From an optimization exercise on the open Yosys and OpenROAD flow, aimed at small area and a short achievable clock period; shortcuts taken in it are not production practice. The RTL was checked by simulation tests, not by an equivalence proof against the original design. Power figures rest on the tool's default switching activity, not on a simulated workload.

### flow/config.mk
export PLATFORM = sky130hd
export DESIGN_NAME = mbcore
export DESIGN_NICKNAME = mbcore
export VERILOG_FILES = /design/flow/design.v
export SDC_FILE = /design/flow/constraint.sdc
export NUM_CORES = 4
export LEC_CHECK = 0
export CAP_MARGIN = 20
export CORE_MARGIN = 2
export CORE_UTILIZATION = 40
export CTS_CLUSTER_DIAMETER = 100
export CTS_CLUSTER_SIZE = 20
export PLACE_DENSITY = 0.6
export SLEW_MARGIN = 20
### flow/constraint.sdc
create_clock -name core_clock -period 17.0 [get_ports {clk}]
set_input_delay 3.4000 -clock core_clock [delete_from_list [all_inputs] [get_ports {clk}]]
set_output_delay 3.4000 -clock core_clock [all_outputs]
set_load 0.01 [all_outputs]
### flow/design.v
module mbcore (
    input  wire        clk,
    input  wire        rst,             
    input  wire        host_valid,
    input  wire        host_write,
    input  wire [5:0]  host_addr,
    input  wire [31:0] host_wdata,
    output reg  [31:0] host_rdata,
    input  wire        tick,
    input  wire        link_mode,
    output wire        link_req,
    output wire [1:0]  link_op,         
    output wire [31:0] link_wdata,
    input  wire        link_ack,
    input  wire        link_err,
    input  wire [31:0] link_code,
    input  wire [31:0] link_rdata,
    output wire [31:0] pay_addr,
    input  wire [31:0] pay_rdata,
    input  wire [4:0]  img_addr,
    output reg  [31:0] img_data,
    output reg         ev_valid,
    output wire        ev_kind,
    output wire [31:0] ev_data
);
    localparam [15:0] CKS_POLY_P2P = 16'hA517;
    localparam [15:0] CKS_ACC0_P2P = 16'hFFF8;
    localparam [15:0] CKS_POLY_SH  = 16'hC37B;
    localparam [15:0] CKS_ACC0_SH  = 16'hC387;
    localparam [31:0] KSC_MUL      = 32'h6F646573;
    localparam [31:0] LOAD_BASE    = 32'h02000000;
    localparam [31:0] PROBE        = 32'hFA57B007;
    localparam [31:0] P_KEY_P2P    = 32'h20796220;
    localparam [31:0] P_KEY_SH     = 32'h43202F2F;
    localparam [31:0] P_IMAGE_LEN  = 32'd128;
    localparam [2:0] S_IDLE = 3'd0, S_SEND = 3'd1, S_ACK = 3'd2, S_SIZE = 3'd3,
                     S_STREAM = 3'd4, S_DONE = 3'd5, S_FAILED = 3'd6;
    function [15:0] crc_p2p(input [31:0] r);
        begin
            crc_p2p[0]  = ^(r & 32'h9362B61E);
            crc_p2p[1]  = ^(r & 32'hB5A7DA22);
            crc_p2p[2]  = ^(r & 32'hF82D025A);
            crc_p2p[3]  = ^(r & 32'h6338B2AA);
            crc_p2p[4]  = ^(r & 32'hC6716555);
            crc_p2p[5]  = ^(r & 32'h1F807CB4);
            crc_p2p[6]  = ^(r & 32'h3F00F968);
            crc_p2p[7]  = ^(r & 32'h7E01F2D1);
            crc_p2p[8]  = ^(r & 32'hFC03E5A2);
            crc_p2p[9]  = ^(r & 32'h6B657D5B);
            crc_p2p[10] = ^(r & 32'hD6CAFAB6);
            crc_p2p[11] = ^(r & 32'h3EF74373);
            crc_p2p[12] = ^(r & 32'h7DEE86E6);
            crc_p2p[13] = ^(r & 32'hFBDD0DCC);
            crc_p2p[14] = ^(r & 32'h64D8AD87);
            crc_p2p[15] = ^(r & 32'hC9B15B0F);
        end
    endfunction
    function [15:0] crc_sh(input [31:0] r);
        begin
            crc_sh[0]  = ^(r & 32'hAE65F177);
            crc_sh[1]  = ^(r & 32'hF2AE1399);
            crc_sh[2]  = ^(r & 32'h4B39D644);
            crc_sh[3]  = ^(r & 32'h9673AC88);
            crc_sh[4]  = ^(r & 32'h8282A867);
            crc_sh[5]  = ^(r & 32'hAB60A1B8);
            crc_sh[6]  = ^(r & 32'hF8A4B206);
            crc_sh[7]  = ^(r & 32'h5F2C957A);
            crc_sh[8]  = ^(r & 32'hBE592AF5);
            crc_sh[9]  = ^(r & 32'hD2D7A49C);
            crc_sh[10] = ^(r & 32'h0BCAB84E);
            crc_sh[11] = ^(r & 32'h1795709C);
            crc_sh[12] = ^(r & 32'h2F2AE139);
            crc_sh[13] = ^(r & 32'h5E55C273);
            crc_sh[14] = ^(r & 32'hBCAB84E6);
            crc_sh[15] = ^(r & 32'hD732F8BB);
        end
    endfunction
    reg [31:0] opa, opb;
    reg [31:0] result;               
    reg        res_v;
    reg [3:0]  cmd_op;               
    reg [2:0]  cmd_err;
    reg        cmd_v;
    reg [15:0] cks_acc;              
    reg [31:0] cks_hh, cks_hl;       
    reg        cks_v, cks_mode;
    reg [31:0] ksc_seed;             
    reg        ksc_v, ksc_mode;
    reg [2:0]  seq_state;
    reg [1:0]  seq_sub;
    reg [1:0]  seq_x;                
    reg [31:0] seq_len, seq_base;    
    reg [4:0]  seq_att;
    reg [30:0] seq_wcnt;
    reg        seq_nz;               
    reg        seq_past;             
    reg [31:0] seq_lastw;
    reg [31:0] seq_terr;             
    reg [1:0]  seq_wait;             
    wire st_idle   = (seq_state == S_IDLE);
    wire st_send   = (seq_state == S_SEND);
    wire st_ack    = (seq_state == S_ACK);
    wire st_size   = (seq_state == S_SIZE);
    wire st_stream = (seq_state == S_STREAM);
    wire st_done   = (seq_state == S_DONE);
    wire st_failed = (seq_state == S_FAILED);
    wire seq_busy  = st_send | st_ack | st_size | st_stream;
    wire [2:0]  seq_code   = st_failed ? {~seq_x[1], seq_x[1], seq_x[0]} : {2'b00, st_done};
    wire        seq_vmatch = st_done & seq_x[0];
    wire        terr_v     = st_failed & ~seq_x[1];
    wire [15:0] cks_poly = cks_mode ? CKS_POLY_P2P : CKS_POLY_SH;
    wire [31:0] ksc_key  = ksc_mode ? P_KEY_P2P : P_KEY_SH;
    wire       a_hi  = (host_addr[5:4] == 2'b00);
    wire       a_1x  = (host_addr[5:4] == 2'b01);
    wire [3:0] a_lo  = host_addr[3:0];
    wire r_opa  = a_hi & (a_lo == 4'h1);
    wire r_opb  = a_hi & (a_lo == 4'h2);
    wire r_res  = a_hi & (a_lo == 4'h3) & res_v;
    wire r_cst  = a_hi & (a_lo == 4'h4) & cmd_v;
    wire r_acc  = a_hi & (a_lo == 4'h5) & cks_v;
    wire r_poly = a_hi & (a_lo == 4'h6) & cks_v;
    wire r_hh   = a_hi & (a_lo == 4'h7) & cks_v;
    wire r_hl   = a_hi & (a_lo == 4'h8) & cks_v;
    wire r_cctl = a_hi & (a_lo == 4'h9);
    wire r_seed = a_hi & (a_lo == 4'hA) & ksc_v;
    wire r_key  = a_hi & (a_lo == 4'hB) & ksc_v;
    wire r_kctl = a_hi & (a_lo == 4'hC);
    wire r_stat = a_hi & (a_lo == 4'hD);
    wire r_len  = a_hi & (a_lo == 4'hE) & ~st_idle;
    wire r_base = a_hi & (a_lo == 4'hF) & ~st_idle;
    wire r_att  = a_1x & (a_lo == 4'h0);
    wire r_wcnt = a_1x & (a_lo == 4'h1);
    wire r_last = a_1x & (a_lo == 4'h2) & seq_nz;
    wire r_terr = a_1x & (a_lo == 4'h3) & terr_v;
    wire r_wait = a_1x & (a_lo == 4'h4);
    always @* begin
        host_rdata = ({32{r_opa}}  & opa)
                   | ({32{r_opb}}  & opb)
                   | ({32{r_res}}  & result)
                   | ({32{r_cst}}  & {24'd0, cmd_op, 1'b0, cmd_err})
                   | ({32{r_acc}}  & {16'd0, cks_acc})
                   | ({32{r_poly}} & {16'd0, cks_poly})
                   | ({32{r_hh}}   & cks_hh)
                   | ({32{r_hl}}   & cks_hl)
                   | ({32{r_cctl}} & {30'd0, cks_mode & cks_v, cks_v})
                   | ({32{r_seed}} & ksc_seed)
                   | ({32{r_key}}  & ksc_key)
                   | ({32{r_kctl}} & {30'd0, ksc_mode & ksc_v, ksc_v})
                   | ({32{r_stat}} & {19'd0, seq_busy, seq_vmatch, seq_code, 3'd0, seq_sub, seq_state})
                   | ({32{r_len}}  & seq_len)
                   | ({32{r_base}} & seq_base)
                   | ({32{r_att}}  & {27'd0, seq_att})
                   | ({32{r_wcnt}} & {1'b0, seq_wcnt})
                   | ({32{r_last}} & seq_lastw)
                   | ({32{r_terr}} & seq_terr)
                   | ({32{r_wait}} & {30'd0, seq_wait});
    end
    wire        cmd_wr = host_valid && host_write && (host_addr == 6'h00);
    wire [3:0]  c_op   = host_wdata[3:0];
    wire        c_mode = host_wdata[4];
    reg  [2:0]  c_err;
    always @* begin
        if (c_op == 4'd0 || c_op > 4'd6)
            c_err = 3'd1;
        else if (host_wdata[31:5] != 27'd0)
            c_err = 3'd2;
        else if (c_mode && c_op != 4'd1 && c_op != 4'd4)
            c_err = 3'd2;
        else if ((c_op == 4'd2 || c_op == 4'd3) && !cks_v)
            c_err = 3'd3;
        else if (c_op == 4'd5 && !ksc_v)
            c_err = 3'd3;
        else if (c_op == 4'd6 && seq_busy)
            c_err = 3'd4;
        else
            c_err = 3'd0;
    end
    wire do_cmd = cmd_wr && (c_err == 3'd0);
    wire [8:0]  crc_mc;
    wire [7:0]  crc_ms;
    assign crc_mc[0] = 1'b0;
    wire [16:0] crc_bc;
    wire [15:0] crc_bs;
    assign crc_bc[0] = 1'b1;
    genvar g;
    generate
        for (g = 0; g < 8; g = g + 1) begin : g_mid
            assign crc_ms[g]     = cks_hl[g] ^ cks_hh[8 + g] ^ crc_mc[g];
            assign crc_mc[g + 1] = (cks_hl[g] & cks_hh[8 + g]) | (cks_hl[g] & crc_mc[g]) |
                                   (cks_hh[8 + g] & crc_mc[g]);
        end
        for (g = 0; g < 16; g = g + 1) begin : g_top
            assign crc_bs[g]     = ~cks_hh[16 + g] ^ crc_bc[g];
            assign crc_bc[g + 1] = ~cks_hh[16 + g] & crc_bc[g];
        end
    endgenerate
    wire [15:0] crc_top = crc_mc[8] ? cks_hh[31:16] : ~crc_bs;
    wire [31:0] crc_composed = {crc_top, crc_ms, cks_hh[7:0]};
    wire [31:0] crc_r = (c_op[0] ? crc_composed : opa) ^ {16'd0, cks_acc};
    wire [15:0] crc_new = cks_mode ? crc_p2p(crc_r) : crc_sh(crc_r);
    wire [31:0] ksc_next;
    ksc_mul u_mul (.a(ksc_seed), .p(ksc_next));    
    wire [31:0] ksc_masked = ksc_next ^ opa ^ ~(opb + (LOAD_BASE - 32'd1)) ^ ksc_key;
    wire        seq_at_q     = (seq_wcnt == {1'b0, seq_len[31:2]});
    wire        seq_more     = !seq_past && !(seq_at_q && seq_len[1:0] == 2'b00);
    wire [31:0] vm_k   = LOAD_BASE - 32'd4;
    wire [31:0] vm_gen = (seq_len & vm_k) | ((seq_len | vm_k) & ~seq_lastw);
    wire        seq_vm = ((seq_len ^ vm_k ^ seq_lastw) == {vm_gen[30:0], 1'b0});
    assign pay_addr = seq_base + {seq_wcnt[29:0], 2'b00};
    assign link_req = (st_send & seq_sub[0]) | (st_ack & ~seq_sub[1]) | st_size |
                      (st_stream & seq_more);
    assign link_op  = st_send ? 2'd0 : (st_ack & seq_sub[0]) ? 2'd2 : 2'd1;
    assign link_wdata = st_stream ? pay_rdata :
                        st_size   ? {2'b00, seq_len[31:2]} :
                        st_send   ? P_IMAGE_LEN :
                        seq_sub[0] ? 32'd0 : PROBE;
    wire link_done = link_req & link_ack;
    assign ev_kind = st_done;
    assign ev_data = seq_lastw;
    always @(posedge clk) begin
        if (rst) begin
            opa <= 32'd0; opb <= 32'd0;
            res_v <= 1'b0; cmd_v <= 1'b0; cks_v <= 1'b0; ksc_v <= 1'b0;
            seq_state <= S_IDLE; seq_sub <= 2'd0;
            seq_att <= 5'd0; seq_wcnt <= 31'd0; seq_nz <= 1'b0; seq_past <= 1'b0; seq_wait <= 2'd0;
            ev_valid <= 1'b0;
        end else begin
            ev_valid <= 1'b0;
            if (host_valid && host_write && host_addr == 6'h01) opa <= host_wdata;
            if (host_valid && host_write && host_addr == 6'h02) opb <= host_wdata;
            if (cmd_wr) begin
                cmd_v   <= 1'b1;
                cmd_err <= c_err;
                cmd_op  <= c_op;
            end
            if (do_cmd) begin
                case (c_op)
                    4'd1: begin  
                        cks_acc  <= c_mode ? CKS_ACC0_P2P : CKS_ACC0_SH;
                        cks_hh   <= opa;
                        cks_hl   <= opb;
                        cks_mode <= c_mode;
                        cks_v    <= 1'b1;
                    end
                    4'd2, 4'd3: begin  
                        cks_acc <= crc_new;
                        result  <= {16'd0, crc_new};
                        res_v   <= 1'b1;
                    end
                    4'd4: begin  
                        ksc_seed <= opa;
                        ksc_mode <= c_mode;
                        ksc_v    <= 1'b1;
                    end
                    4'd5: begin  
                        ksc_seed <= ksc_next;
                        result   <= ksc_masked;
                        res_v    <= 1'b1;
                    end
                    4'd6: begin  
                        seq_len   <= opa;
                        seq_base  <= opb;
                        seq_att   <= 5'd0;
                        seq_wcnt  <= 31'd0;
                        seq_nz    <= 1'b0;
                        seq_past  <= 1'b0;
                        seq_state <= S_SEND;
                        seq_sub   <= 2'd0;
                    end
                    default: ;
                endcase
            end
            case (seq_state)
                S_SEND: begin
                    if (!seq_sub[0]) begin
                        if (link_mode) begin
                            seq_state <= S_FAILED;
                            seq_x     <= 2'b10;      
                        end else begin
                            seq_sub <= 2'd1;
                        end
                    end else if (link_ack) begin
                        seq_state <= S_ACK;
                        seq_sub   <= 2'd0;
                    end
                end
                S_ACK: begin
                    if (seq_sub[1]) begin
                        if (seq_wait == 2'd0) begin
                            if (!seq_att[4]) begin
                                seq_sub <= 2'd0;
                            end else begin
                                seq_state <= S_FAILED;
                                seq_x     <= 2'b11;    
                                seq_sub   <= 2'd0;
                            end
                        end else if (tick) begin
                            seq_wait <= seq_wait - 2'd1;
                        end
                    end else if (link_ack) begin
                        if (link_err) begin
                            seq_terr  <= link_code;
                            seq_state <= S_FAILED;
                            seq_x     <= 2'b00;        
                            seq_sub   <= 2'd0;
                        end else if (!seq_sub[0]) begin
                            seq_sub <= 2'd1;
                        end else begin
                            seq_att <= seq_att + 5'd1;
                            if (link_rdata == PROBE) begin
                                seq_state <= S_SIZE;
                                seq_sub   <= 2'd0;
                            end else begin
                                seq_sub  <= 2'd2;
                                seq_wait <= 2'd3;
                            end
                        end
                    end
                end
                S_SIZE: if (link_ack) begin
                    if (link_err) begin
                        seq_terr  <= link_code;
                        seq_state <= S_FAILED;
                        seq_x     <= 2'b00;
                    end else begin
                        seq_state <= S_STREAM;
                    end
                end
                S_STREAM: begin
                    if (seq_more) begin
                        if (link_ack) begin
                            if (link_err) begin
                                seq_terr  <= link_code;
                                seq_state <= S_FAILED;
                                seq_x     <= 2'b00;
                            end else begin
                                seq_lastw <= pay_rdata;
                                seq_wcnt  <= seq_wcnt + 31'd1;
                                seq_past  <= seq_at_q;
                                seq_nz    <= 1'b1;
                                ev_valid  <= 1'b1;
                            end
                        end
                    end else begin
                        if (seq_nz && seq_vm) begin
                            seq_x[0] <= 1'b1;
                            ev_valid <= 1'b1;
                        end else begin
                            seq_x[0] <= 1'b0;
                        end
                        seq_state <= S_DONE;
                    end
                end
                default: ;
            endcase
        end
    end
    always @* begin
        case (img_addr)
            5'd0: img_data = 32'hDF21ACCD;
            5'd1: img_data = 32'h7AB381FF;
            5'd2: img_data = 32'h677F492C;
            5'd3: img_data = 32'h8D64B06C;
            5'd4: img_data = 32'h4E0CD47D;
            5'd5: img_data = 32'hFB85CCCB;
            5'd6: img_data = 32'hF9A3F02F;
            5'd7: img_data = 32'h4ADBCDCA;
            5'd8: img_data = 32'hDF6E6274;
            5'd9: img_data = 32'hC9AD9B24;
            5'd10: img_data = 32'hCE517C19;
            5'd11: img_data = 32'h35153EE0;
            5'd12: img_data = 32'hFA2C7A3A;
            5'd13: img_data = 32'hAA2562DF;
            5'd14: img_data = 32'hF7358AD1;
            5'd15: img_data = 32'h933063E4;
            5'd16: img_data = 32'h6CF363DF;
            5'd17: img_data = 32'h6C4B6EB4;
            5'd18: img_data = 32'h3ADA6B61;
            5'd19: img_data = 32'hCBE23B3C;
            5'd20: img_data = 32'hF81FACB4;
            5'd21: img_data = 32'hB41AB262;
            5'd22: img_data = 32'h4C4D9ED1;
            5'd23: img_data = 32'h870A7665;
            5'd24: img_data = 32'h1AC594A8;
            5'd25: img_data = 32'hC1D38B08;
            5'd26: img_data = 32'h90050224;
            5'd27: img_data = 32'h924478C2;
            5'd28: img_data = 32'hC241405D;
            5'd29: img_data = 32'h4BFF3D7D;
            5'd30: img_data = 32'h024B4379;
            5'd31: img_data = 32'h513D67A8;
        endcase
    end
endmodule
module ksc_mul (
    input  wire [31:0] a,
    output wire [31:0] p
);
    wire s0 = a[21] ^ a[17] ^ a[14];
    wire c0 = (a[21] & a[17]) | (a[21] & a[14]) | (a[17] & a[14]);
    wire s1 = a[22] ^ a[18] ^ a[15];
    wire c1 = (a[22] & a[18]) | (a[22] & a[15]) | (a[18] & a[15]);
    wire s2 = a[21] ^ a[12] ^ a[8];
    wire c2 = (a[21] & a[12]) | (a[21] & a[8]) | (a[12] & a[8]);
    wire s3 = a[23] ^ a[19] ^ a[16];
    wire c3 = (a[23] & a[19]) | (a[23] & a[16]) | (a[19] & a[16]);
    wire s4 = a[22] ^ a[13] ^ a[9];
    wire c4 = (a[22] & a[13]) | (a[22] & a[9]) | (a[13] & a[9]);
    wire s5 = a[24] ^ a[20] ^ a[17];
    wire c5 = (a[24] & a[20]) | (a[24] & a[17]) | (a[20] & a[17]);
    wire s6 = a[23] ^ a[14] ^ a[10];
    wire c6 = (a[23] & a[14]) | (a[23] & a[10]) | (a[14] & a[10]);
    wire s7 = a[25] ^ a[21] ^ a[18];
    wire c7 = (a[25] & a[21]) | (a[25] & a[18]) | (a[21] & a[18]);
    wire s8 = a[24] ^ a[15] ^ a[11];
    wire c8 = (a[24] & a[15]) | (a[24] & a[11]) | (a[15] & a[11]);
    wire s9 = a[26] ^ a[22] ^ a[19];
    wire c9 = (a[26] & a[22]) | (a[26] & a[19]) | (a[22] & a[19]);
    wire s10 = a[25] ^ a[16] ^ a[12];
    wire c10 = (a[25] & a[16]) | (a[25] & a[12]) | (a[16] & a[12]);
    wire s11 = a[27] ^ a[23] ^ a[20];
    wire c11 = (a[27] & a[23]) | (a[27] & a[20]) | (a[23] & a[20]);
    wire s12 = a[26] ^ a[17] ^ a[13];
    wire c12 = (a[26] & a[17]) | (a[26] & a[13]) | (a[17] & a[13]);
    wire s13 = a[28] ^ a[24] ^ a[21];
    wire c13 = (a[28] & a[24]) | (a[28] & a[21]) | (a[24] & a[21]);
    wire s14 = a[19] ^ a[15] ^ a[7];
    wire c14 = (a[19] & a[15]) | (a[19] & a[7]) | (a[15] & a[7]);
    wire s15 = a[27] ^ a[18] ^ a[14];
    wire c15 = (a[27] & a[18]) | (a[27] & a[14]) | (a[18] & a[14]);
    wire s16 = a[29] ^ a[25] ^ a[22];
    wire c16 = (a[29] & a[25]) | (a[29] & a[22]) | (a[25] & a[22]);
    wire s17 = a[20] ^ a[16] ^ a[8];
    wire c17 = (a[20] & a[16]) | (a[20] & a[8]) | (a[16] & a[8]);
    wire s18 = a[28] ^ a[19] ^ a[15];
    wire c18 = (a[28] & a[19]) | (a[28] & a[15]) | (a[19] & a[15]);
    wire s19 = a[30] ^ a[26] ^ a[23];
    wire c19 = (a[30] & a[26]) | (a[30] & a[23]) | (a[26] & a[23]);
    wire s20 = a[21] ^ a[17] ^ a[9];
    wire c20 = (a[21] & a[17]) | (a[21] & a[9]) | (a[17] & a[9]);
    wire s21 = a[29] ^ a[20] ^ a[16];
    wire s22 = a[31] ^ a[27] ^ a[24];
    wire s23 = a[22] ^ a[18] ^ a[10];
    wire hs0 = a[8] ^ a[3];
    wire s24 = a[11] ^ a[2] ^ 1'b1;
    wire c24 = (a[11] & a[2]) | (a[11] & 1'b1) | (a[2] & 1'b1);
    wire s25 = a[14] ^ a[10] ^ a[7];
    wire c25 = (a[14] & a[10]) | (a[14] & a[7]) | (a[10] & a[7]);
    wire s26 = a[13] ^ a[4] ^ a[0];
    wire c26 = (a[13] & a[4]) | (a[13] & a[0]) | (a[4] & a[0]);
    wire hs1 = a[15] ^ a[11];
    wire hc1 = a[15] | a[11];
    wire s27 = a[14] ^ a[5] ^ a[1];
    wire c27 = (a[14] & a[5]) | (a[14] & a[1]) | (a[5] & a[1]);
    wire s28 = a[16] ^ a[12] ^ a[9];
    wire c28 = (a[16] & a[12]) | (a[16] & a[9]) | (a[12] & a[9]);
    wire s29 = a[15] ^ a[6] ^ a[2];
    wire c29 = (a[15] & a[6]) | (a[15] & a[2]) | (a[6] & a[2]);
    wire s30 = a[17] ^ a[13] ^ a[10];
    wire c30 = (a[17] & a[13]) | (a[17] & a[10]) | (a[13] & a[10]);
    wire s31 = a[16] ^ a[7] ^ a[3];
    wire c31 = (a[16] & a[7]) | (a[16] & a[3]) | (a[7] & a[3]);
    wire s32 = a[18] ^ a[14] ^ a[11];
    wire c32 = (a[18] & a[14]) | (a[18] & a[11]) | (a[14] & a[11]);
    wire hs2 = a[9] ^ a[5];
    wire hc2 = a[9] | a[5];
    wire s33 = a[17] ^ a[8] ^ a[4];
    wire c33 = (a[17] & a[8]) | (a[17] & a[4]) | (a[8] & a[4]);
    wire s34 = a[19] ^ a[15] ^ a[12];
    wire c34 = (a[19] & a[15]) | (a[19] & a[12]) | (a[15] & a[12]);
    wire s35 = a[10] ^ a[6] ^ a[1];
    wire c35 = (a[10] & a[6]) | (a[10] & ~a[1]) | (a[6] & ~a[1]);
    wire s36 = a[18] ^ a[9] ^ a[5];
    wire c36 = (a[18] & a[9]) | (a[18] & a[5]) | (a[9] & a[5]);
    wire s37 = a[20] ^ a[16] ^ a[13];
    wire c37 = (a[20] & a[16]) | (a[20] & a[13]) | (a[16] & a[13]);
    wire s38 = a[11] ^ a[7] ^ a[2];
    wire c38 = (a[11] & a[7]) | (a[11] & ~a[2]) | (a[7] & ~a[2]);
    wire s39 = a[19] ^ a[10] ^ a[6];
    wire c39 = (a[19] & a[10]) | (a[19] & a[6]) | (a[10] & a[6]);
    wire s40 = s0 ^ a[12] ^ a[8];
    wire c40 = (s0 & a[12]) | (s0 & a[8]) | (a[12] & a[8]);
    wire s41 = a[0] ^ a[3] ^ 1'b1;
    wire c41 = (~a[0] & a[3]) | (~a[0] & 1'b1) | (a[3] & 1'b1);
    wire s42 = a[20] ^ a[11] ^ a[7];
    wire c42 = (a[20] & a[11]) | (a[20] & a[7]) | (a[11] & a[7]);
    wire s43 = c0 ^ s1 ^ a[13];
    wire c43 = (c0 & s1) | (c0 & a[13]) | (s1 & a[13]);
    wire s44 = a[9] ^ a[1] ^ a[4];
    wire c44 = (a[9] & a[1]) | (a[9] & ~a[4]) | (a[1] & ~a[4]);
    wire s45 = c1 ^ s3 ^ a[14];
    wire c45 = (c1 & s3) | (c1 & a[14]) | (s3 & a[14]);
    wire s46 = a[10] ^ a[2] ^ a[0];
    wire c46 = (a[10] & a[2]) | (a[10] & a[0]) | (a[2] & a[0]);
    wire s47 = s2 ^ a[5] ^ 1'b1;
    wire c47 = (s2 & a[5]) | (s2 & 1'b1) | (a[5] & 1'b1);
    wire s48 = c3 ^ s5 ^ a[15];
    wire c48 = (c3 & s5) | (c3 & a[15]) | (s5 & a[15]);
    wire s49 = a[11] ^ a[3] ^ a[1];
    wire c49 = (a[11] & a[3]) | (a[11] & a[1]) | (a[3] & a[1]);
    wire s50 = c2 ^ s4 ^ a[6];
    wire c50 = (c2 & s4) | (c2 & a[6]) | (s4 & a[6]);
    wire s51 = c5 ^ s7 ^ a[16];
    wire c51 = (c5 & s7) | (c5 & a[16]) | (s7 & a[16]);
    wire s52 = a[12] ^ a[4] ^ a[2];
    wire c52 = (a[12] & a[4]) | (a[12] & a[2]) | (a[4] & a[2]);
    wire s53 = c4 ^ s6 ^ a[7];
    wire c53 = (c4 & s6) | (c4 & a[7]) | (s6 & a[7]);
    wire s54 = c7 ^ s9 ^ a[17];
    wire c54 = (c7 & s9) | (c7 & a[17]) | (s9 & a[17]);
    wire s55 = a[13] ^ a[5] ^ a[3];
    wire c55 = (a[13] & a[5]) | (a[13] & a[3]) | (a[5] & a[3]);
    wire s56 = c6 ^ s8 ^ a[8];
    wire c56 = (c6 & s8) | (c6 & a[8]) | (s8 & a[8]);
    wire s57 = c9 ^ s11 ^ a[18];
    wire c57 = (c9 & s11) | (c9 & a[18]) | (s11 & a[18]);
    wire s58 = a[14] ^ a[6] ^ a[4];
    wire c58 = (a[14] & a[6]) | (a[14] & a[4]) | (a[6] & a[4]);
    wire s59 = c8 ^ s10 ^ a[9];
    wire c59 = (c8 & s10) | (c8 & a[9]) | (s10 & a[9]);
    wire s60 = c10 ^ s12 ^ a[10];
    wire c60 = (c10 & s12) | (c10 & a[10]) | (s12 & a[10]);
    wire s61 = c11 ^ s13 ^ s14;
    wire c61 = (c11 & s13) | (c11 & s14) | (s13 & s14);
    wire s62 = a[5] ^ a[0] ^ 1'b1;
    wire c62 = (a[5] & a[0]) | (a[5] & ~1'b1) | (a[0] & ~1'b1);
    wire s63 = c13 ^ c14 ^ s16;
    wire c63 = (c13 & c14) | (c13 & s16) | (c14 & s16);
    wire s64 = s17 ^ a[6] ^ a[1];
    wire c64 = (s17 & a[6]) | (s17 & a[1]) | (a[6] & a[1]);
    wire s65 = c12 ^ s15 ^ a[11];
    wire c65 = (c12 & s15) | (c12 & a[11]) | (s15 & a[11]);
    wire s66 = c16 ^ c17 ^ s19;
    wire c66 = (c16 & c17) | (c16 & s19) | (c17 & s19);
    wire s67 = s20 ^ a[7] ^ a[2];
    wire c67 = (s20 & a[7]) | (s20 & a[2]) | (a[7] & a[2]);
    wire s68 = c15 ^ s18 ^ a[12];
    wire c68 = (c15 & s18) | (c15 & a[12]) | (s18 & a[12]);
    wire s69 = c18 ^ s21 ^ hs0;
    wire s70 = c19 ^ c20 ^ s22;
    wire s71 = s23 ^ a[13] ^ a[0];
    wire hs3 = a[5] ^ 1'b1;
    wire hc3 = a[5] & 1'b1;
    wire hs4 = a[8] ^ a[4];
    wire hc4 = a[8] | a[4];
    wire s72 = a[9] ^ a[5] ^ a[2];
    wire c72 = (a[9] & a[5]) | (a[9] & a[2]) | (a[5] & a[2]);
    wire hs5 = a[7] ^ 1'b1;
    wire hc5 = a[7] & 1'b1;
    wire s73 = a[10] ^ a[6] ^ a[3];
    wire c73 = (a[10] & a[6]) | (a[10] & a[3]) | (a[6] & a[3]);
    wire hs6 = a[1] ^ a[8];
    wire hc6 = ~a[1] & a[8];
    wire s74 = a[11] ^ a[7] ^ a[4];
    wire c74 = (a[11] & a[7]) | (a[11] & a[4]) | (a[7] & a[4]);
    wire s75 = a[2] ^ a[9] ^ a[0];
    wire c75 = (~a[2] & a[9]) | (~a[2] & a[0]) | (a[9] & a[0]);
    wire s76 = a[12] ^ a[8] ^ a[5];
    wire c76 = (a[12] & a[8]) | (a[12] & a[5]) | (a[8] & a[5]);
    wire s77 = a[3] ^ a[10] ^ a[1];
    wire c77 = (~a[3] & a[10]) | (~a[3] & a[1]) | (a[10] & a[1]);
    wire s78 = a[13] ^ a[9] ^ a[6];
    wire c78 = (a[13] & a[9]) | (a[13] & a[6]) | (a[9] & a[6]);
    wire s79 = a[4] ^ a[0] ^ s24;
    wire c79 = (a[4] & a[0]) | (a[4] & ~s24) | (a[0] & ~s24);
    wire s80 = s25 ^ a[5] ^ a[1];
    wire c80 = (s25 & a[5]) | (s25 & a[1]) | (a[5] & a[1]);
    wire s81 = c24 ^ a[12] ^ a[3];
    wire c81 = (c24 & a[12]) | (c24 & a[3]) | (a[12] & a[3]);
    wire s82 = c25 ^ a[8] ^ a[6];
    wire c82 = (c25 & a[8]) | (c25 & a[6]) | (a[8] & a[6]);
    wire s83 = a[2] ^ s26 ^ hs1;
    wire c83 = (~a[2] & s26) | (~a[2] & hs1) | (s26 & hs1);
    wire s84 = hc1 ^ s28 ^ a[7];
    wire c84 = (hc1 & s28) | (hc1 & a[7]) | (s28 & a[7]);
    wire s85 = a[3] ^ c26 ^ s27;
    wire c85 = (~a[3] & c26) | (~a[3] & s27) | (c26 & s27);
    wire s86 = c28 ^ s30 ^ a[8];
    wire c86 = (c28 & s30) | (c28 & a[8]) | (s30 & a[8]);
    wire s87 = a[4] ^ c27 ^ s29;
    wire c87 = (~a[4] & c27) | (~a[4] & s29) | (c27 & s29);
    wire s88 = c29 ^ s31 ^ hs2;
    wire c88 = (c29 & s31) | (c29 & hs2) | (s31 & hs2);
    wire s89 = c30 ^ s32 ^ a[0];
    wire c89 = (c30 & s32) | (c30 & ~a[0]) | (s32 & ~a[0]);
    wire s90 = c32 ^ hc2 ^ s34;
    wire c90 = (c32 & hc2) | (c32 & s34) | (hc2 & s34);
    wire s91 = c31 ^ s33 ^ s35;
    wire c91 = (c31 & s33) | (c31 & s35) | (s33 & s35);
    wire s92 = c34 ^ c35 ^ s37;
    wire c92 = (c34 & c35) | (c34 & s37) | (c35 & s37);
    wire s93 = c33 ^ s36 ^ s38;
    wire c93 = (c33 & s36) | (c33 & s38) | (s36 & s38);
    wire s94 = c37 ^ c38 ^ s40;
    wire c94 = (c37 & c38) | (c37 & s40) | (c38 & s40);
    wire s95 = s41 ^ c36 ^ s39;
    wire c95 = (~s41 & c36) | (~s41 & s39) | (c36 & s39);
    wire s96 = c39 ^ c41 ^ s42;
    wire c96 = (c39 & c41) | (c39 & s42) | (c41 & s42);
    wire s97 = c40 ^ s43 ^ s44;
    wire c97 = (c40 & s43) | (c40 & ~s44) | (s43 & ~s44);
    wire s98 = c43 ^ c44 ^ s45;
    wire c98 = (c43 & c44) | (c43 & s45) | (c44 & s45);
    wire s99 = s46 ^ c42 ^ s47;
    wire c99 = (~s46 & c42) | (~s46 & s47) | (c42 & s47);
    wire s100 = c45 ^ c46 ^ s48;
    wire c100 = (c45 & c46) | (c45 & s48) | (c46 & s48);
    wire s101 = s49 ^ c47 ^ s50;
    wire c101 = (~s49 & c47) | (~s49 & s50) | (c47 & s50);
    wire s102 = c48 ^ c49 ^ s51;
    wire c102 = (c48 & c49) | (c48 & s51) | (c49 & s51);
    wire s103 = s52 ^ c50 ^ s53;
    wire c103 = (~s52 & c50) | (~s52 & s53) | (c50 & s53);
    wire s104 = c51 ^ c52 ^ s54;
    wire c104 = (c51 & c52) | (c51 & s54) | (c52 & s54);
    wire s105 = s55 ^ c53 ^ s56;
    wire c105 = (~s55 & c53) | (~s55 & s56) | (c53 & s56);
    wire s106 = c54 ^ c55 ^ s57;
    wire c106 = (c54 & c55) | (c54 & s57) | (c55 & s57);
    wire s107 = s58 ^ c56 ^ s59;
    wire c107 = (~s58 & c56) | (~s58 & s59) | (c56 & s59);
    wire s108 = c57 ^ c58 ^ s61;
    wire c108 = (c57 & c58) | (c57 & s61) | (c58 & s61);
    wire s109 = c59 ^ s60 ^ s62;
    wire c109 = (c59 & s60) | (c59 & s62) | (s60 & s62);
    wire s110 = c61 ^ c62 ^ s63;
    wire c110 = (c61 & c62) | (c61 & s63) | (c62 & s63);
    wire s111 = s64 ^ c60 ^ s65;
    wire c111 = (~s64 & c60) | (~s64 & s65) | (c60 & s65);
    wire s112 = c63 ^ c64 ^ s66;
    wire c112 = (c63 & c64) | (c63 & s66) | (c64 & s66);
    wire s113 = s67 ^ c65 ^ s68;
    wire c113 = (~s67 & c65) | (~s67 & s68) | (c65 & s68);
    wire s114 = c66 ^ c67 ^ s70;
    wire s115 = s71 ^ c68 ^ s69;
    wire hs7 = a[4] ^ a[0];
    wire hc7 = a[4] | a[0];
    wire hs8 = a[5] ^ a[1];
    wire hc8 = a[5] | a[1];
    wire hs9 = a[6] ^ a[2];
    wire hc9 = a[6] | a[2];
    wire s116 = a[7] ^ a[3] ^ a[0];
    wire c116 = (a[7] & a[3]) | (a[7] & a[0]) | (a[3] & a[0]);
    wire s117 = hc3 ^ hs4 ^ a[6];
    wire c117 = (hc3 & hs4) | (hc3 & a[6]) | (hs4 & a[6]);
    wire s118 = hc4 ^ s72 ^ a[0];
    wire c118 = (hc4 & s72) | (hc4 & a[0]) | (s72 & a[0]);
    wire s119 = c72 ^ s73 ^ hs6;
    wire c119 = (c72 & s73) | (c72 & hs6) | (s73 & hs6);
    wire s120 = c73 ^ s74 ^ s75;
    wire c120 = (c73 & s74) | (c73 & s75) | (s74 & s75);
    wire s121 = c74 ^ s76 ^ s77;
    wire c121 = (c74 & s76) | (c74 & s77) | (s76 & s77);
    wire s122 = c76 ^ s78 ^ c77;
    wire c122 = (c76 & s78) | (c76 & ~c77) | (s78 & ~c77);
    wire s123 = c78 ^ c79 ^ s80;
    wire c123 = (c78 & c79) | (c78 & s80) | (c79 & s80);
    wire s124 = c80 ^ s82 ^ s83;
    wire c124 = (c80 & s82) | (c80 & s83) | (s82 & s83);
    wire s125 = c82 ^ s84 ^ s85;
    wire c125 = (c82 & s84) | (c82 & s85) | (s84 & s85);
    wire s126 = c84 ^ s86 ^ s87;
    wire c126 = (c84 & s86) | (c84 & s87) | (s86 & s87);
    wire s127 = c87 ^ s88 ^ s89;
    wire c127 = (c87 & s88) | (c87 & s89) | (s88 & s89);
    wire s128 = c89 ^ s90 ^ c88;
    wire c128 = (c89 & s90) | (c89 & ~c88) | (s90 & ~c88);
    wire s129 = c90 ^ s92 ^ c91;
    wire c129 = (c90 & s92) | (c90 & ~c91) | (s92 & ~c91);
    wire s130 = c92 ^ s94 ^ s95;
    wire c130 = (c92 & s94) | (c92 & s95) | (s94 & s95);
    wire s131 = c95 ^ s96 ^ s97;
    wire c131 = (c95 & s96) | (c95 & s97) | (s96 & s97);
    wire s132 = c97 ^ s98 ^ s99;
    wire c132 = (c97 & s98) | (c97 & s99) | (s98 & s99);
    wire s133 = c98 ^ s100 ^ s101;
    wire c133 = (c98 & s100) | (c98 & s101) | (s100 & s101);
    wire s134 = c100 ^ s102 ^ s103;
    wire c134 = (c100 & s102) | (c100 & s103) | (s102 & s103);
    wire s135 = c102 ^ s104 ^ s105;
    wire c135 = (c102 & s104) | (c102 & s105) | (s104 & s105);
    wire s136 = c104 ^ s106 ^ s107;
    wire c136 = (c104 & s106) | (c104 & s107) | (s106 & s107);
    wire s137 = c106 ^ s108 ^ c107;
    wire c137 = (c106 & s108) | (c106 & ~c107) | (s108 & ~c107);
    wire s138 = c108 ^ s110 ^ s111;
    wire c138 = (c108 & s110) | (c108 & s111) | (s110 & s111);
    wire s139 = c110 ^ s112 ^ s113;
    wire c139 = (c110 & s112) | (c110 & s113) | (s112 & s113);
    wire s140 = c112 ^ s114 ^ s115;
    wire hs10 = hs7 ^ a[2];
    wire hc10 = hs7 & a[2];
    wire s141 = hc7 ^ hs8 ^ a[3];
    wire c141 = (~hc7 & hs8) | (~hc7 & a[3]) | (hs8 & a[3]);
    wire s142 = hc8 ^ hs9 ^ a[4];
    wire c142 = (~hc8 & hs9) | (~hc8 & a[4]) | (hs9 & a[4]);
    wire s143 = hc9 ^ s116 ^ hs3;
    wire c143 = (hc9 & s116) | (hc9 & ~hs3) | (s116 & ~hs3);
    wire s144 = c116 ^ a[1] ^ s117;
    wire c144 = (c116 & a[1]) | (c116 & ~s117) | (a[1] & ~s117);
    wire s145 = s118 ^ c117 ^ hs5;
    wire c145 = (~s118 & c117) | (~s118 & hs5) | (c117 & hs5);
    wire s146 = c118 ^ s119 ^ hc5;
    wire c146 = (c118 & s119) | (c118 & ~hc5) | (s119 & ~hc5);
    wire s147 = c119 ^ s120 ^ hc6;
    wire c147 = (c119 & s120) | (c119 & ~hc6) | (s120 & ~hc6);
    wire s148 = c120 ^ s121 ^ c75;
    wire c148 = (c120 & s121) | (c120 & ~c75) | (s121 & ~c75);
    wire s149 = c121 ^ s122 ^ s79;
    wire c149 = (~c121 & s122) | (~c121 & s79) | (s122 & s79);
    wire s150 = c122 ^ s123 ^ s81;
    wire c150 = (c122 & s123) | (c122 & ~s81) | (s123 & ~s81);
    wire s151 = c123 ^ s124 ^ c81;
    wire c151 = (c123 & s124) | (c123 & ~c81) | (s124 & ~c81);
    wire s152 = c124 ^ s125 ^ c83;
    wire c152 = (c124 & s125) | (c124 & ~c83) | (s125 & ~c83);
    wire s153 = c125 ^ s126 ^ c85;
    wire c153 = (c125 & s126) | (c125 & ~c85) | (s126 & ~c85);
    wire s154 = c126 ^ c86 ^ s127;
    wire c154 = (c126 & c86) | (c126 & ~s127) | (c86 & ~s127);
    wire s155 = c127 ^ s128 ^ s91;
    wire c155 = (c127 & s128) | (c127 & s91) | (s128 & s91);
    wire s156 = c128 ^ s129 ^ s93;
    wire c156 = (~c128 & s129) | (~c128 & s93) | (s129 & s93);
    wire s157 = c129 ^ s130 ^ c93;
    wire c157 = (c129 & s130) | (c129 & ~c93) | (s130 & ~c93);
    wire s158 = c130 ^ c94 ^ s131;
    wire c158 = (c130 & c94) | (c130 & ~s131) | (c94 & ~s131);
    wire s159 = s132 ^ c131 ^ c96;
    wire c159 = (~s132 & c131) | (~s132 & c96) | (c131 & c96);
    wire s160 = c132 ^ s133 ^ c99;
    wire c160 = (c132 & s133) | (c132 & ~c99) | (s133 & ~c99);
    wire s161 = c133 ^ s134 ^ c101;
    wire c161 = (c133 & s134) | (c133 & ~c101) | (s134 & ~c101);
    wire s162 = c134 ^ s135 ^ c103;
    wire c162 = (c134 & s135) | (c134 & ~c103) | (s135 & ~c103);
    wire s163 = c135 ^ s136 ^ c105;
    wire c163 = (c135 & s136) | (c135 & ~c105) | (s136 & ~c105);
    wire s164 = c136 ^ s137 ^ s109;
    wire c164 = (~c136 & s137) | (~c136 & s109) | (s137 & s109);
    wire s165 = c137 ^ s138 ^ c109;
    wire c165 = (c137 & s138) | (c137 & ~c109) | (s138 & ~c109);
    wire s166 = c138 ^ s139 ^ c111;
    wire c166 = (c138 & s139) | (c138 & ~c111) | (s139 & ~c111);
    wire s167 = c139 ^ s140 ^ c113;
    wire [31:0] r0 = {~c166, ~c165, c164, ~c163, ~c162, ~c161, ~c160, c159, ~c158, ~c157, c156, c155, ~c154, ~c153, ~c152, ~c151, ~c150, c149, ~c148, ~c147, ~c146, c145, ~c144, ~c143, c142, c141, hc10, hs10, ~a[3], ~a[2], ~a[1], ~a[0]};
    wire [31:0] r1 = {s167, s166, s165, ~s164, s163, s162, s161, s160, ~s159, s158, s157, ~s156, s155, s154, s153, s152, s151, s150, ~s149, s148, s147, s146, ~s145, s144, s143, ~s142, ~s141, 1'b1, a[1], a[0], 1'b1, 1'b0};
    assign p = r0 + r1;
endmodule
### flow/flow/run.sh
#!/bin/bash
# Layout: the standard ORFS flow (standard.sh, standard synthesis unchanged), with
#  - the synthesized netlist's combinational logic re-mapped by Yosys/ABC with an
#    area-aware script (flow/remap.ys, flow/remap.abc, flow/finish.ys); registers untouched;
#  - every port still buffered, with a buf_1 cell;
#  - repair_timing aiming for a setup margin of SETUP_MARGIN ns.
# Each tool's output goes to its own log in this folder.
set -euo pipefail
SETUP_MARGIN=${SETUP_MARGIN:-8.5}
KNOBS=("BUFFER_PORTS_ARGS=-buffer_cell sky130_fd_sc_hd__buf_1" "SETUP_SLACK_MARGIN=$SETUP_MARGIN")
RES=orfs/results/${FLOW_PLATFORM}/mbcore/base
LIB=${FLOW_HOME}/platforms/${FLOW_PLATFORM}/lib/sky130_fd_sc_hd__tt_025C_1v80.lib

bash standard.sh "$PWD/$RES/1_2_yosys.v" "${KNOBS[@]}" > synth_make.log 2>&1

cp "$RES/1_2_yosys.v" standard_1_2_yosys.v
sed -e "s#@LIB@#$LIB#g" -e "s#@IN@#$PWD/standard_1_2_yosys.v#" -e "s#@TMP@#$PWD/remap_tmp.v#" -e "s#@ABC@#$PWD/flow/remap.abc#" flow/remap.ys > remap_run.ys
sed -e "s#@LIB@#$LIB#g" -e "s#@TMP@#$PWD/remap_tmp.v#" -e "s#@OUT@#$PWD/remap_out.v#" flow/finish.ys > finish_run.ys
yosys -s remap_run.ys > remap_yosys.log 2>&1
yosys -s finish_run.ys > finish_yosys.log 2>&1
cp remap_out.v "$RES/1_2_yosys.v"
touch "$RES/1_2_yosys.v" "$RES/1_2_yosys.sdc"

bash standard.sh finish "${KNOBS[@]}" > layout_make.log 2>&1
### flow/flow/finish.ys
# Second half of the re-map: read the re-mapped top back against the cell
# library and finish it as ORFS's synthesis does (tie cells, split nets).
read_liberty -lib @LIB@
read_verilog @TMP@
hierarchy -top mbcore
check
setundef -zero
hilomap -singleton -hicell sky130_fd_sc_hd__conb_1 HI -locell sky130_fd_sc_hd__conb_1 LO
splitnets
opt_clean -purge
insbuf -buf sky130_fd_sc_hd__buf_4 A X
check -assert
stat -liberty @LIB@
write_verilog -noattr -nohex -nodec @OUT@
### flow/flow/remap.abc
strash; &get -n; &fraig -x; &put; scorr; dc2; strash; &get -n; &dch -f; &nf -R 1000; &put; topo; stime
### flow/flow/remap.ys
# Re-map the standard synthesis's combinational logic (half adders included) with an
# area-aware ABC script (flow/remap.abc) instead of ORFS's speed script.  Flip-flops,
# full-adder cells and tie cells are kept as they are (black boxes), so every register keeps its
# name and cell type.
read_liberty -ignore_miss_func @LIB@
blackbox sky130_fd_sc_hd__dfxtp_1 sky130_fd_sc_hd__edfxtp_1 sky130_fd_sc_hd__fa_1 sky130_fd_sc_hd__conb_1
read_verilog @IN@
hierarchy -top mbcore
flatten
opt_clean
abc -liberty @LIB@ -dont_use sky130_fd_sc_hd__lpflow_bleeder_1 -dont_use sky130_fd_sc_hd__lpflow_clkbufkapwr_1 -dont_use sky130_fd_sc_hd__lpflow_clkbufkapwr_16 -dont_use sky130_fd_sc_hd__lpflow_clkbufkapwr_2 -dont_use sky130_fd_sc_hd__lpflow_clkbufkapwr_4 -dont_use sky130_fd_sc_hd__lpflow_clkbufkapwr_8 -dont_use sky130_fd_sc_hd__lpflow_clkinvkapwr_1 -dont_use sky130_fd_sc_hd__lpflow_clkinvkapwr_16 -dont_use sky130_fd_sc_hd__lpflow_clkinvkapwr_2 -dont_use sky130_fd_sc_hd__lpflow_clkinvkapwr_4 -dont_use sky130_fd_sc_hd__lpflow_clkinvkapwr_8 -dont_use sky130_fd_sc_hd__lpflow_decapkapwr_12 -dont_use sky130_fd_sc_hd__lpflow_decapkapwr_3 -dont_use sky130_fd_sc_hd__lpflow_decapkapwr_4 -dont_use sky130_fd_sc_hd__lpflow_decapkapwr_6 -dont_use sky130_fd_sc_hd__lpflow_decapkapwr_8 -dont_use sky130_fd_sc_hd__lpflow_inputiso0n_1 -dont_use sky130_fd_sc_hd__lpflow_inputiso0p_1 -dont_use sky130_fd_sc_hd__lpflow_inputiso1n_1 -dont_use sky130_fd_sc_hd__lpflow_inputiso1p_1 -dont_use sky130_fd_sc_hd__lpflow_inputisolatch_1 -dont_use sky130_fd_sc_hd__lpflow_isobufsrc_1 -dont_use sky130_fd_sc_hd__lpflow_isobufsrc_16 -dont_use sky130_fd_sc_hd__lpflow_isobufsrc_2 -dont_use sky130_fd_sc_hd__lpflow_isobufsrc_4 -dont_use sky130_fd_sc_hd__lpflow_isobufsrc_8 -dont_use sky130_fd_sc_hd__lpflow_isobufsrckapwr_16 -dont_use sky130_fd_sc_hd__lpflow_lsbuf_lh_hl_isowell_tap_1 -dont_use sky130_fd_sc_hd__lpflow_lsbuf_lh_hl_isowell_tap_2 -dont_use sky130_fd_sc_hd__lpflow_lsbuf_lh_hl_isowell_tap_4 -dont_use sky130_fd_sc_hd__lpflow_lsbuf_lh_isowell_4 -dont_use sky130_fd_sc_hd__lpflow_lsbuf_lh_isowell_tap_1 -dont_use sky130_fd_sc_hd__lpflow_lsbuf_lh_isowell_tap_2 -dont_use sky130_fd_sc_hd__lpflow_lsbuf_lh_isowell_tap_4 -dont_use sky130_fd_sc_hd__probe_p_8 -dont_use sky130_fd_sc_hd__probec_p_8  -script @ABC@
opt_clean
select mbcore
write_verilog -noattr -nohex -nodec -selected @TMP@
### flow/standard.sh
#!/bin/bash
# synth_recipe.tcl (not shown) runs the flow's synth.tcl, then flattens the netlist and writes it again
# the make line also repeats each setting of config.mk as NAME=value (left out here)
make -C /OpenROAD-flow-scripts/flow DESIGN_CONFIG=/design/flow/config.mk WORK_HOME=/design/flow/orfs CLKGATE_MAP_FILE= SYNTH_SCRIPT=/design/flow/synth_recipe.tcl "${@:-finish}"
==> results of run 1 <==
-- through the flow --
stage / instances / cell area [um2] / total power, mW / util / hold slack, ps
CTS: 4514 / 34060 / 1.976 / 0.4560 / 466.5
global route: 4538 / 34680 / 2.042 / 0.4643 / 504.8
finish: 4541 / 34690 / 1.986 / 0.4644 / 468.4
global placement: 4416 / 32150 / 1.359 / 0.4305 / 450.7
floorplan: 3228 / 30410 / 1.271 / - / 422.3
detailed placement: 4416 / 32150 / 1.358 / 0.4305 / 445.7
-- path summary, 6_finish.rpt --
kind	start	end	slack, ps	cells after the start
setup reg to reg	cks_hl[0]$_DFFE_PP_	result[2]$_DFFE_PP_	9080	26
hold / removal	cmd_v$_SDFFE_PP0P_	cmd_v$_SDFFE_PP0P_	470	1
setup / recovery	host_addr[5]	host_rdata[8]	8270	12
hold reg to reg	cmd_v$_SDFFE_PP0P_	cmd_v$_SDFFE_PP0P_	470	1
-- power by group through the flow --
stage	Sequential, mW	Clock [mW]	Combinational (mW)
floorplan	1.06	0	0.215
global placement	1.06	0	0.302
detailed placement	1.06	0	0.302
CTS	1.03	0.630	0.311
global route	1.03	0.662	0.346
finish	1.03	0.628	0.324
-- final cells by class --
| type | count | area [um2] | area share |
|---|---|---|---|
| Multi-Input combinational cell | 2483 | 18280 | 0.5271 |
| Inverter | 187 | 705.7 | 0.02034 |
| Sequential cell | 397 | 10780 | 0.3109 |
| Timing Repair Buffer | 458 | 2983 | 0.08598 |
| Clock buffer | 41 | 685.7 | 0.01976 |
| Antenna cell | 3 | 7.507 | 0.0002164 |
| Clock inverter | 3 | 28.78 | 0.0008295 |
| Tap cell | 969 | 1212 | 0.03495 |
-- worst max-delay path: cells and delay by family --
| kind | cells | cell delay (ps) |
|---|---|---|
| AOI/OAI and AO/OA | 1 | 40 |
| buffers and inverters | 4 | 580 |
| and+or+nand+nor | 7 | 1290 |
-- layer usage --
metal	GRT usage	wire [um]	share of wire
met1	0.4206	49130	0.40
met3	0.05171	13020	0.11
met4	0.1231	6355	0.051
met5	0	115	0.00093
met2	0.4798	55250	0.45
-- repair_timing --
| action | 4_1_cts | 5_1_grt |
|---|---|---|
| gates cloned | 8 | 4 |
| endpoints found under the hold margin | 0 | 0 |
| endpoints found under the setup margin | 50 | 56 |
| setup buffers | 46 | 20 |
| pin swaps | 47 | 34 |
| gates resized for setup | 168 | 100 |
==> results.sh, run 1 <==
export IMPL_seqPwrFrac=0.521
export IMPL_dp_hpwl_mm=93.34
export IMPL_clk_latency_ps=590
export IMPL_syn2layout_area_growth_pct=14.45
export IMPL_clockBufferDepth=3
export IMPL_cp_slowest_cell="or3_4"
export IMPL_drive_gt1_frac=0.09246
export IMPL_antenna_found_initial=11
export IMPL_power_switching_mw=0.5456
export IMPL_period_share=0.5138
export IMPL_clkSlewWorstSetupHoldPaths_ps=90
export IMPL_grt_start_max_net_pins=77
export IMPL_start_kind="input port"
export IMPL_cts_sinks=397
export IMPL_powerDensity_nw_per_um2=57.26
export IMPL_worstMarginPinSlew_ps=1026
export IMPL_gr_total_overflow=0
export IMPL_gp_congestion=0.9941
export IMPL_final_common_cell="xnor2_1"
export IMPL_drt_iter0_markers=4024
export IMPL_arrival_ps=5330
export IMPL_clock_root_buffer="clkbuf_16"
export IMPL_maxCapViolations=0
export IMPL_comb_power_share=0.163
export IMPL_drc=0
export IMPL_crit_chain="buf_8 -> nand2b_4 -> or3_4 -> nor3_4 -> buf_6 -> buf_12 -> nand2_4 -> nand2_1 -> a221oi_2 -> and3_1 -> nand4_1 -> buf_2"
export IMPL_maxSlewHeadroom=0.2985
export IMPL_ys_warn_count=1
export IMPL_crit_type="input port to output pin"
export IMPL_syn_inst=3228
export IMPL_syn_nets=3538
export IMPL_cts_made_buffers=24
export IMPL_crit_path_max_fanout=6
export IMPL_num_vias=27272
export IMPL_max_stage_delay_ps=410
export IMPL_worstSetupEndpointType="output pin"
export IMPL_ctsHoldBuffers=0
export IMPL_initial_core_util=0.4058
export IMPL_hold_viol_final=0
export IMPL_min_period_ps=8734
export IMPL_outcome="timing/DRC/antenna clean"
export IMPL_num_fill_cells=7172
export IMPL_die_h_um=279.3
export IMPL_layout_common_cells="xnor2_1 (385), nor2_1 (329), edfxtp_1 (283)"
export IMPL_grt_pass1_wl_mm=175.9
export IMPL_required_ps=13600
export IMPL_postRouteAntennaNets=0
export IMPL_intPower_mw=1.441
export IMPL_synth_area_um2=30310
export IMPL_rsz0062_at_grt="true"
export IMPL_ios=312
export IMPL_place_ws_ps=7736
export IMPL_peakVddDrop_mv=0.07192
export IMPL_p_clk_frac=0.316
export IMPL_switching_share=0.2747
export IMPL_fp_dieW_um=279.3
export IMPL_nNetsFinal=3861
export IMPL_avgSynthCellArea_um2=9.390
export IMPL_row_count=100
export IMPL_dieArea_um2=78000
export IMPL_fin_ws_ps=8266
export IMPL_grt_pass1_vias=25095
export IMPL_clock_skew_ps=35.10
export IMPL_p_leak_nw=12.04
export IMPL_hold_class="flip-flop to flip-flop"
export IMPL_slew_viol_final=0
export IMPL_first_pass_iters=12
export IMPL_fmax_ghz=0.1145
export IMPL_cts_tree="done"
export IMPL_timing_setup_tns_ps=0
export IMPL_routed_wl_mm=123.9
export IMPL_track_usage=0.3062
export IMPL_htree_num_levels=1
export IMPL_viasPerCell=6.006
export IMPL_wl_per_cell_um=27.28
export IMPL_setup_viol=0
export IMPL_core_area_um2=74700
export IMPL_port_buffers=311
==> inputs of run 2 (changes only) <==
--- a/flow/flow/run.sh
+++ b/flow/flow/run.sh
@@ -8,3 +8,3 @@
 set -euo pipefail
-SETUP_MARGIN=${SETUP_MARGIN:-8.5}
+SETUP_MARGIN=${SETUP_MARGIN:-8}
 KNOBS=("BUFFER_PORTS_ARGS=-buffer_cell sky130_fd_sc_hd__buf_1" "SETUP_SLACK_MARGIN=$SETUP_MARGIN")
==> results.sh, run 2 <==
export IMPL_drt_iter0_markers=3876
export IMPL_port_buffers=311
export IMPL_gp_congestion=0.9815
export IMPL_wl_per_cell_um=26.92
export IMPL_r2r_cells=26
export IMPL_fp_dieW_um=279.3
export IMPL_dp_hpwl_mm=94.23
export IMPL_ios=312
export IMPL_avgSynthCellArea_um2=9.390
export IMPL_dieArea_um2=78000
export IMPL_outcome="timing/DRC/antenna clean"
export IMPL_seqPwrFrac=0.523
export IMPL_hold_viol_final=0
export IMPL_clock_root_buffer="clkbuf_16"
export IMPL_rsz0062_at_grt="true"
export IMPL_num_vias=26461
export IMPL_routed_wl_mm=120.2
export IMPL_gr_total_overflow=0
export IMPL_initial_core_util=0.4058
export IMPL_top_usage_layer="met2"
export IMPL_r2r_start="cks_hl[0]$_DFFE_PP_"
export IMPL_drc=0
export IMPL_synth_area_um2=30310
export IMPL_ctsHoldBuffers=0
export IMPL_grtUsageMet2=0.4673
export IMPL_cp_top_family="simple AND/OR/NAND/NOR gates"
export IMPL_num_fill_cells=7293
export IMPL_p_clk_frac=0.321
export IMPL_powerDensity_nw_per_um2=59.99
export IMPL_hold_class="flip-flop to flip-flop"
export IMPL_maxCapViolations=0
export IMPL_design_area_um2=32970
export IMPL_max_stage_delay_ps=440
export IMPL_postRouteAntennaNets=0
export IMPL_cts_tree="done"
export IMPL_final_common_cell="xnor2_1"
export IMPL_grt_use_met1=0.4228
export IMPL_antenna_found_initial=8
export IMPL_worstSetupEndpointType="output pin"
export IMPL_use_met3=0.05021
export IMPL_place_area_um2=32150
export IMPL_required_ps=13600
export IMPL_nNetsFinal=3788
export IMPL_htree_num_levels=1
export IMPL_fmax_ghz=0.1120
export IMPL_min_period_ps=8931
export IMPL_endpoint="host_rdata[8]"
export IMPL_p_leak_nw=11.12
export IMPL_track_usage=0.3019
export IMPL_crit_type="input port to output pin"
export IMPL_power_switching_mw=0.5418
export IMPL_layout_common_cells="xnor2_1 (385), nor2_1 (339), buf_1 (304)"
export IMPL_arrival_ps=5530
export IMPL_comb_power_share=0.156
export IMPL_peakVddDrop_mv=0.04776
export IMPL_grt_pass1_vias=24854
export IMPL_syn_inst=3228
export IMPL_regArea_um2=10780
export IMPL_path_buf_inv=3
export IMPL_intPower_mw=1.436
export IMPL_grt_pass1_wl_mm=173.8
export IMPL_cts_sinks=397
export IMPL_clockBufferDepth=3
export IMPL_timing_setup_tns_ps=0
export IMPL_cp_depth=10
export IMPL_switching_share=0.2739
export IMPL_syn_nets=3538
export IMPL_core_area_um2=74700
export IMPL_cts_made_buffers=24
export IMPL_cp_slowest_cell="a222oi_1"
export IMPL_first_pass_iters=10
export IMPL_grt_start_max_net_pins=77
export IMPL_syn2layout_area_growth_pct=8.772
export IMPL_regToRegEndpoint="result[2]$_DFFE_PP_"
export IMPL_clkSlewWorstSetupHoldPaths_ps=90
export IMPL_row_count=100
export IMPL_multi_input_area_um2=17780
export IMPL_slew_viol_final=0
export IMPL_setup_viol=0
export IMPL_maxSlewHeadroom=0.2164
export IMPL_crit_path_max_fanout=36
export IMPL_period_share=0.5253
export IMPL_die_h_um=279.3
export IMPL_worstMarginPinSlew_ps=1163
export IMPL_crit_chain="buf_2 -> nand2b_4 -> nor2_2 -> buf_4 -> a222oi_1 -> nand2_1 -> a221oi_1 -> and3_1 -> nand4_1 -> buf_1"
export IMPL_viasPerCell=5.925
export IMPL_start_kind="input port"
export IMPL_drive_gt1_frac=0.04034
export IMPL_crit_start="host_addr[1]"
export IMPL_clock_skew_ps=29.44
export IMPL_reg2reg_slack_ps=9230
export IMPL_ys_warn_count=1
export IMPL_clk_latency_ps=600
-- run 2: through the flow --
| step | power [mW] | cells | worst slack [ps] | util | hold WS [ps] |
|---|---|---|---|---|---|
| CTS | 1.974 | 4463 | 7959 | 0.4404 | 484.5 |
| global placement | 1.356 | 4419 | 7938 | 0.4304 | 448.9 |
| detailed placement | 1.357 | 4419 | 7863 | 0.4304 | 463.5 |
| global route | 2.031 | 4464 | 7906 | 0.4413 | 510.5 |
| finish | 1.978 | 4466 | 8069 | 0.4414 | 487.2 |
| floorplan | 1.270 | 3228 | 8023 | - | 422.3 |
-- run 2: power by group through the flow --
stage	Clock, mW	Sequential, mW	Combinational, mW
after floorplan	0	1.06	0.215
after global placement	0	1.06	0.300
after detailed placement	0	1.06	0.301
after CTS	0.637	1.03	0.303
after global routing	0.664	1.03	0.333
final	0.636	1.03	0.308
-- run 2: layout make-up --
class / instances / area share
Clock inverter: 2 / 0.0008349
Clock buffer: 41 / 0.02110
Multi-Input combinational cell: 2482 / 0.5394
Sequential cell: 397 / 0.3270
Inverter: 187 / 0.02129
Timing Repair Buffer: 386 / 0.05343
Antenna cell: 2 / 0.0001518
Tap cell: 969 / 0.03677
-- run 2: worst min path at each step --
stage	endpoint	cells past startpoint	slack (ps)	start
6_report	cmd_v$_SDFFE_PP0P_	1	490	cmd_v$_SDFFE_PP0P_
5_1_grt	cmd_v$_SDFFE_PP0P_	1	510	cmd_v$_SDFFE_PP0P_
4_1_cts	cmd_v$_SDFFE_PP0P_	1	480	cmd_v$_SDFFE_PP0P_
3_5_place_dp	cmd_v$_SDFFE_PP0P_	1	460	cmd_v$_SDFFE_PP0P_
3_3_place_gp	seq_past$_SDFF_PP0_	2	450	seq_past$_SDFF_PP0_
2_1_floorplan	cmd_v$_SDFFE_PP0P_	1	420	cmd_v$_SDFFE_PP0P_
-- run 2: metal layers --
layer / part of all wire / up-vias
li1: - / 11814
met1: 0.41 / 12877
met2: 0.45 / 1518
met3: 0.10 / 238
met4: 0.043 / 14
met5: 0.00079 / -
-- run 2: repair_timing --
action / 4_1_cts / 5_1_grt
gates resized for setup: 5 / 15
pin swaps: 0 / 1
setup endpoints to repair: 12 / 23
setup buffers: 1 / 0
==> inputs of run 3 (changes only) <==
--- a/flow/flow/run.sh
+++ b/flow/flow/run.sh
@@ -8,3 +8,3 @@
 set -euo pipefail
-SETUP_MARGIN=${SETUP_MARGIN:-8}
+SETUP_MARGIN=${SETUP_MARGIN:-7.5}
 KNOBS=("BUFFER_PORTS_ARGS=-buffer_cell sky130_fd_sc_hd__buf_1" "SETUP_SLACK_MARGIN=$SETUP_MARGIN")
==> results.sh, run 3 <==
export IMPL_port_buffers=311
export IMPL_timing_setup_tns_ps=0
export IMPL_core_area_um2=74700
export IMPL_clk_latency_ps=600
export IMPL_initial_core_util=0.4058
export IMPL_first_pass_iters=10
export IMPL_arrival_ps=6040
export IMPL_worstMarginPinSlew_ps=1075
export IMPL_clock_skew_ps=39.23
export IMPL_ys_warn_count=1
export IMPL_cts_made_buffers=23
export IMPL_p_leak_nw=11.04
export IMPL_start_kind="input port"
export IMPL_drc=0
export IMPL_fmax_ghz=0.1059
export IMPL_viasPerCell=5.971
export IMPL_drive_gt1_frac=0.03550
export IMPL_grt_pass1_wl_mm=172.8
export IMPL_crit_path_max_fanout=10
export IMPL_routed_wl_mm=119.4
export IMPL_layout_common_cells="xnor2_1 (385), nor2_1 (340), buf_1 (308)"
export IMPL_synth_area_um2=30310
export IMPL_crit_start="host_addr[0]"
export IMPL_slew_viol_final=0
export IMPL_clkSlewWorstSetupHoldPaths_ps=90
export IMPL_maxSlewHeadroom=0.2779
export IMPL_final_common_cell="xnor2_1"
export IMPL_cts_setup_buffers=0
export IMPL_worstSetupEndpointType="output pin"
export IMPL_r2r_start="cks_hl[0]$_DFFE_PP_"
export IMPL_outcome="timing/DRC/antenna clean"
export IMPL_period_share=0.5553
export IMPL_r2r_cells=25
export IMPL_gr_total_overflow=0
export IMPL_power_mw=1.948
export IMPL_required_ps=13600
export IMPL_min_period_ps=9439
export IMPL_dp_hpwl_mm=93.67
export IMPL_hold_class="flip-flop to flip-flop"
export IMPL_place_ws_ps=7690
export IMPL_cp_top_family="simple AND/OR/NAND/NOR gates"
export IMPL_gp_congestion=1.009
export IMPL_clockBufferDepth=3
export IMPL_grt_start_max_net_pins=76
export IMPL_regToRegEndpoint="result[13]$_DFFE_PP_"
export IMPL_num_vias=26655
export IMPL_hold_viol_final=0
export IMPL_path_buf_inv=3
export IMPL_ctsHoldBuffers=0
export IMPL_max_stage_delay_ps=790
export IMPL_cp_depth=8
export IMPL_setup_viol=0
export IMPL_cts_tree="done"
export IMPL_nNetsFinal=3786
export IMPL_cts_sinks=397
export IMPL_peakVddDrop_mv=0.07718
export IMPL_maxCapViolations=0
export IMPL_syn2layout_area_growth_pct=8.350
export IMPL_fin_ws_ps=7561
export IMPL_drt_iter0_markers=3967
export IMPL_crit_chain="buf_1 -> nand2_1 -> nor4_2 -> buf_4 -> a222oi_1 -> and4_1 -> nand4_1 -> buf_1"
export IMPL_postRouteAntennaNets=0
export IMPL_endpoint="host_rdata[9]"
export IMPL_die_h_um=279.3
export IMPL_rsz0062_at_grt="false"
export IMPL_row_count=100
export IMPL_clock_root_buffer="clkbuf_16"
export IMPL_wl_per_cell_um=26.75
export IMPL_syn_nets=3538
export IMPL_syn_inst=3228
export IMPL_post_cts_resize_count=0
export IMPL_crit_type="input port to output pin"
export IMPL_reg2reg_slack_ps=9090
export IMPL_dieArea_um2=78000
export IMPL_grt_pass1_vias=24968
export IMPL_htree_num_levels=1
export IMPL_ios=312
export IMPL_fp_dieW_um=279.3
export IMPL_cp_slowest_cell="nor4_2"
export IMPL_antenna_found_initial=10
export IMPL_crit_path_frequent_cell="buf_1"
export IMPL_track_usage=0.2994
export IMPL_avgSynthCellArea_um2=9.390
export IMPL_powerDensity_nw_per_um2=59.32
run 3: through the flow:
step                      area [um2]  utilization  instances  hold slack, ps
final                          32840       0.4397       4464           466.8
after global placement         32140       0.4303       4419           448.4
after CTS                      32830       0.4396       4462           469.0
after global routing           32840       0.4396       4463           486.7
after detailed placement       32170       0.4307       4420           448.6
after floorplan                30340            -       3228           422.3
run 3: how the worst min path moves through the flow:
| stage | slack [ps] | endpoint | start | depth (start not counted) |
|---|---|---|---|---|
| 6_report | 470 | cmd_v$_SDFFE_PP0P_ | cmd_v$_SDFFE_PP0P_ | 1 |
| 5_1_grt | 490 | cmd_v$_SDFFE_PP0P_ | cmd_v$_SDFFE_PP0P_ | 1 |
| 3_5_place_dp | 450 | cmd_v$_SDFFE_PP0P_ | cmd_v$_SDFFE_PP0P_ | 1 |
| 3_3_place_gp | 450 | cmd_v$_SDFFE_PP0P_ | cmd_v$_SDFFE_PP0P_ | 1 |
| 2_1_floorplan | 420 | cmd_v$_SDFFE_PP0P_ | cmd_v$_SDFFE_PP0P_ | 1 |
| 4_1_cts | 470 | cmd_v$_SDFFE_PP0P_ | cmd_v$_SDFFE_PP0P_ | 1 |
run 3: worst reg2reg max path: cells and delay by family, from the launching register on:
family	cells	cell delay [ps]
compound gates	4	740
xor+xnor	4	1720
fa+ha+maj	7	1610
buf+inv	2	300
flops	1	550
simple gates	8	2730
run 3: cell type report:
class                   instances  area [um2]
repair buffers                385        1749
flip-flops and latches        397       10780
fillers                      7382       41850
clock buffers                  41       653.1
diodes                          2       5.005
multi-input cells            2482       17730
clock inverters                 1       8.758
inverters                     187       701.9
well taps                     969        1212
run 3: power by group:
| part | internal [mW] | total [mW] | switching (mW) |
|---|---|---|---|
| clock network | 0.263 | 0.609 | 0.346 |
| registers | 1.03 | 1.03 | 0.00172 |
| logic | 0.120 | 0.306 | 0.185 |
run 3: per-layer routing:
layer	part of all wire	up-vias	wire [um]	global-route usage
met2	0.45	1614	53870	0.4667
met4	0.038	18	4487	0.1027
met5	0.0010	-	120	0
met3	0.099	220	11830	0.04920
li1	-	11823	-	-
met1	0.41	12980	49120	0.4210

## static timing again, ports no longer ideal
In the flow no input, the clock included, has a driving cell. The finished layouts below were timed again as built, in two steps. Step 1 (the two cells are an assumption about what drives the block):
set clk [get_ports {clk}]
set_driving_cell -lib_cell sky130_fd_sc_hd__clkbuf_16 $clk
set_driving_cell -lib_cell sky130_fd_sc_hd__buf_2 [delete_from_list [all_inputs] $clk]
Step 2 moves the port delays by t, midway between the first and last clock arrival at a register: inputs arrive t later, outputs are due t later. That takes back most of the time a late clock gives input paths. a / b / c = no drivers / after step 1 / after step 2; a / b = the first two.
run	t, ns	slack for setup (ns)	latest minus earliest clock arrival (ns)	slew at the worst register clock pin (ns)	pins driven straight from the clock port
run 1	0.641	8.266 / 8.222 / 8.222	0.035 / 0.035	0.10 / 0.10	1
run 2	0.638	8.069 / 8.047 / 8.047	0.030 / 0.030	0.10 / 0.10	1
run 3	0.641	7.561 / 7.529 / 7.529	0.040 / 0.039	0.10 / 0.10	1
After both steps every run listed still meets setup and hold. For run 1, which loses most, drivers alone change the setup slack by -0.044 ns; drivers and shift together by -0.044 ns.
